Context: an optimization exercise on an open-source flow, tuned for small area. The choices shown serve that exercise and are no tape-out recipe. Only simulation tests tie the RTL to the original design; equivalence was not proved. No activity file was given, so power comes from the tool's default toggle rates.

amber:
Design drc_rx_engine, start of the top module:
module drc_rx_engine #(
    parameter P_RXMAX = 32                     
) (
    input  wire        clk,
    input  wire        rst,                    
    input  wire        rx_valid,               
    input  wire [7:0]  rx_data,
    output reg         frm_done,               
    output reg  [1:0]  frm_status,             
    output wire [7:0]  cap_flags,
    output wire [7:0]  cap_tid,
    output wire [7:0]  cap_sid,
    output wire [7:0]  cap_did,
    output wire [7:0]  cap_cid,
    output wire [7:0]  cap_seq,
    output wire [7:0]  cap_err,
    output reg  [4:0]  cap_plen,
    input  wire [4:0]  pl_addr,
    output wire [7:0]  pl_data,
    output reg  [31:0] cnt_ok,
    output reg  [31:0] cnt_cksum,
    output reg  [31:0] cnt_short,
    output reg  [31:0] cnt_ovf,
    output reg  [31:0] cnt_skip
);
    localparam [7:0] SOP   = 8'h8D;
    localparam [7:0] EOP   = 8'hD8;
    localparam [7:0] ESC   = 8'hAB;
    localparam [7:0] XMASK = 8'h88;
  ...
clock: 50.0 ns
lec_check: 0
cap_margin: 20
core_margin: 2
core_utilization: 40
cts_buf_list: sky130_fd_sc_hd__clkbuf_8
cts_cluster_diameter: 60
cts_cluster_size: 20
slew_margin: 20
run.sh (not shown) runs the stock make flow with config.mk's settings and CLKGATE_MAP_FILE= SYNTH_SCRIPT=/design/flow/synth_recipe.tcl, a recipe that flattens the netlist after the stock synthesis.
amber finished every stage and its layout cleared the timing, DRC and antenna checks.
Inputs modified between amber and willow:
==> flow/flow/run.sh (new file) <==
#!/bin/bash
# The standard ORFS layout, with three changes aimed at cell area:
#  - synthesis maps the logic with an area-oriented ABC script (flow/abc_area.script)
#    and leaves adders to ABC too (no ADDER_MAP_FILE); everything else in synthesis is
#    synth_recipe.tcl unchanged, so the registers are the same
#  - port buffers are sky130_fd_sc_hd__buf_1 instead of the default delay buffer
#  - CTS uses clkbuf_16 with sink clusters of up to 30 and no dummy loads
set -euo pipefail
here=$(pwd)
cat > "$here/area_synth.tcl" <<EOT
proc abc {args} {
  set i [lsearch \$args -script]
  lset args [expr {\$i + 1}] $here/flow/abc_area.script
  yosys abc {*}\$args
}
source $here/synth_recipe.tcl
EOT
bash standard.sh \
  "SYNTH_SCRIPT=$here/area_synth.tcl" \
  "ADDER_MAP_FILE=" \
  "BUFFER_PORTS_ARGS=-buffer_cell sky130_fd_sc_hd__buf_1" \
  "CTS_ARGS=-sink_clustering_enable -repair_clock_nets -dont_use_dummy_load -buf_list sky130_fd_sc_hd__clkbuf_16 -sink_clustering_size 30 -sink_clustering_max_diameter 80" \
  finish > flow_make.log 2>&1
==> flow/flow/abc_area.script (new file) <==
&get -n
&st
&dc2
&dch -f
&nf -R 1000
&st
&dch -f
&nf -R 1000
&put
topo
==> flow/standard.sh (new file) <==
#!/bin/bash
# synth_recipe.tcl (not shown) runs the flow's synth.tcl, then flattens the netlist and writes it again
# the make line also repeats each setting of config.mk as NAME=value (left out here)
make -C /OpenROAD-flow-scripts/flow DESIGN_CONFIG=/design/flow/config.mk WORK_HOME=/design/flow/orfs CLKGATE_MAP_FILE= SYNTH_SCRIPT=/design/flow/synth_recipe.tcl "${@:-finish}"
-- flow/config.mk --
<<< amber, line 9
export CORE_MARGIN = 2
export CORE_UTILIZATION = 40
export CTS_BUF_LIST = sky130_fd_sc_hd__clkbuf_8
export CTS_CLUSTER_DIAMETER = 60
export CTS_CLUSTER_SIZE = 20
export SLEW_MARGIN = 20
>>> willow, line 9
export CORE_MARGIN = 2
export CORE_UTILIZATION = 40
export SLEW_MARGIN = 20
removed: flow/run.sh
- [willow vs amber] final area: lower in willow
- Power for willow: 7.8% down relative to amber
- On via count, amber loses to willow.
- Diff amber -> willow: post-synthesis simple-gate area fraction shows an increase of 0.85 points, sequential area share after synthesis shows an increase of 6.4 points.
### willow -> lagoon
-- flow/config.mk --
<<< willow, line 8
export CAP_MARGIN = 20
export CORE_MARGIN = 2
export CORE_UTILIZATION = 40
export SLEW_MARGIN = 20
>>> lagoon, line 8
export CAP_MARGIN = 20
export CORE_MARGIN = 2
export CORE_UTILIZATION = 65
export PLACE_DENSITY = 0.75
export SLEW_MARGIN = 20
### Flow results
- Power: lagoon draws less than willow
- Compare willow and lagoon | filler cell count in the final layout lower: lagoon
- Final worst setup slack is higher on lagoon

afterwards: timing with drivers on the ports:
In the flow no input, the clock included, has a driving cell. The finished layouts below were timed again as built, in two steps.
Step 1 sets driving cells, clkbuf_16 on the clock port and buf_2 on the other inputs (assumed; they add their load-dependent delay and slew).
Step 2 adds t to the input delays and takes it off the output delays; t is the mean of the earliest and latest rising clock arrival at the registers after step 1. Input paths then give back, and output paths get back, about the clock's delay inside the block.
Slacks: no drivers / after step 1 / after step 2; pairs: no drivers / after step 1.
run	t (ns)	slack for setup (ns)	hold WS [ns]	worst register clock-pin slew, ns	pins driven straight from the clock port
amber	0.732	26.226 / 26.200 / 26.200	0.413 / 0.413 / 0.413	0.12 / 0.12	1
willow	0.671	27.348 / 27.321 / 27.321	0.350 / 0.350 / 0.350	0.11 / 0.11	1
lagoon	0.635	27.471 / 27.428 / 27.428	0.393 / 0.393 / 0.393	0.11 / 0.11	1
After both steps setup and hold are still met in every run listed. For lagoon, which loses most, drivers alone change the setup slack by -0.043 ns; drivers and shift together by -0.043 ns.
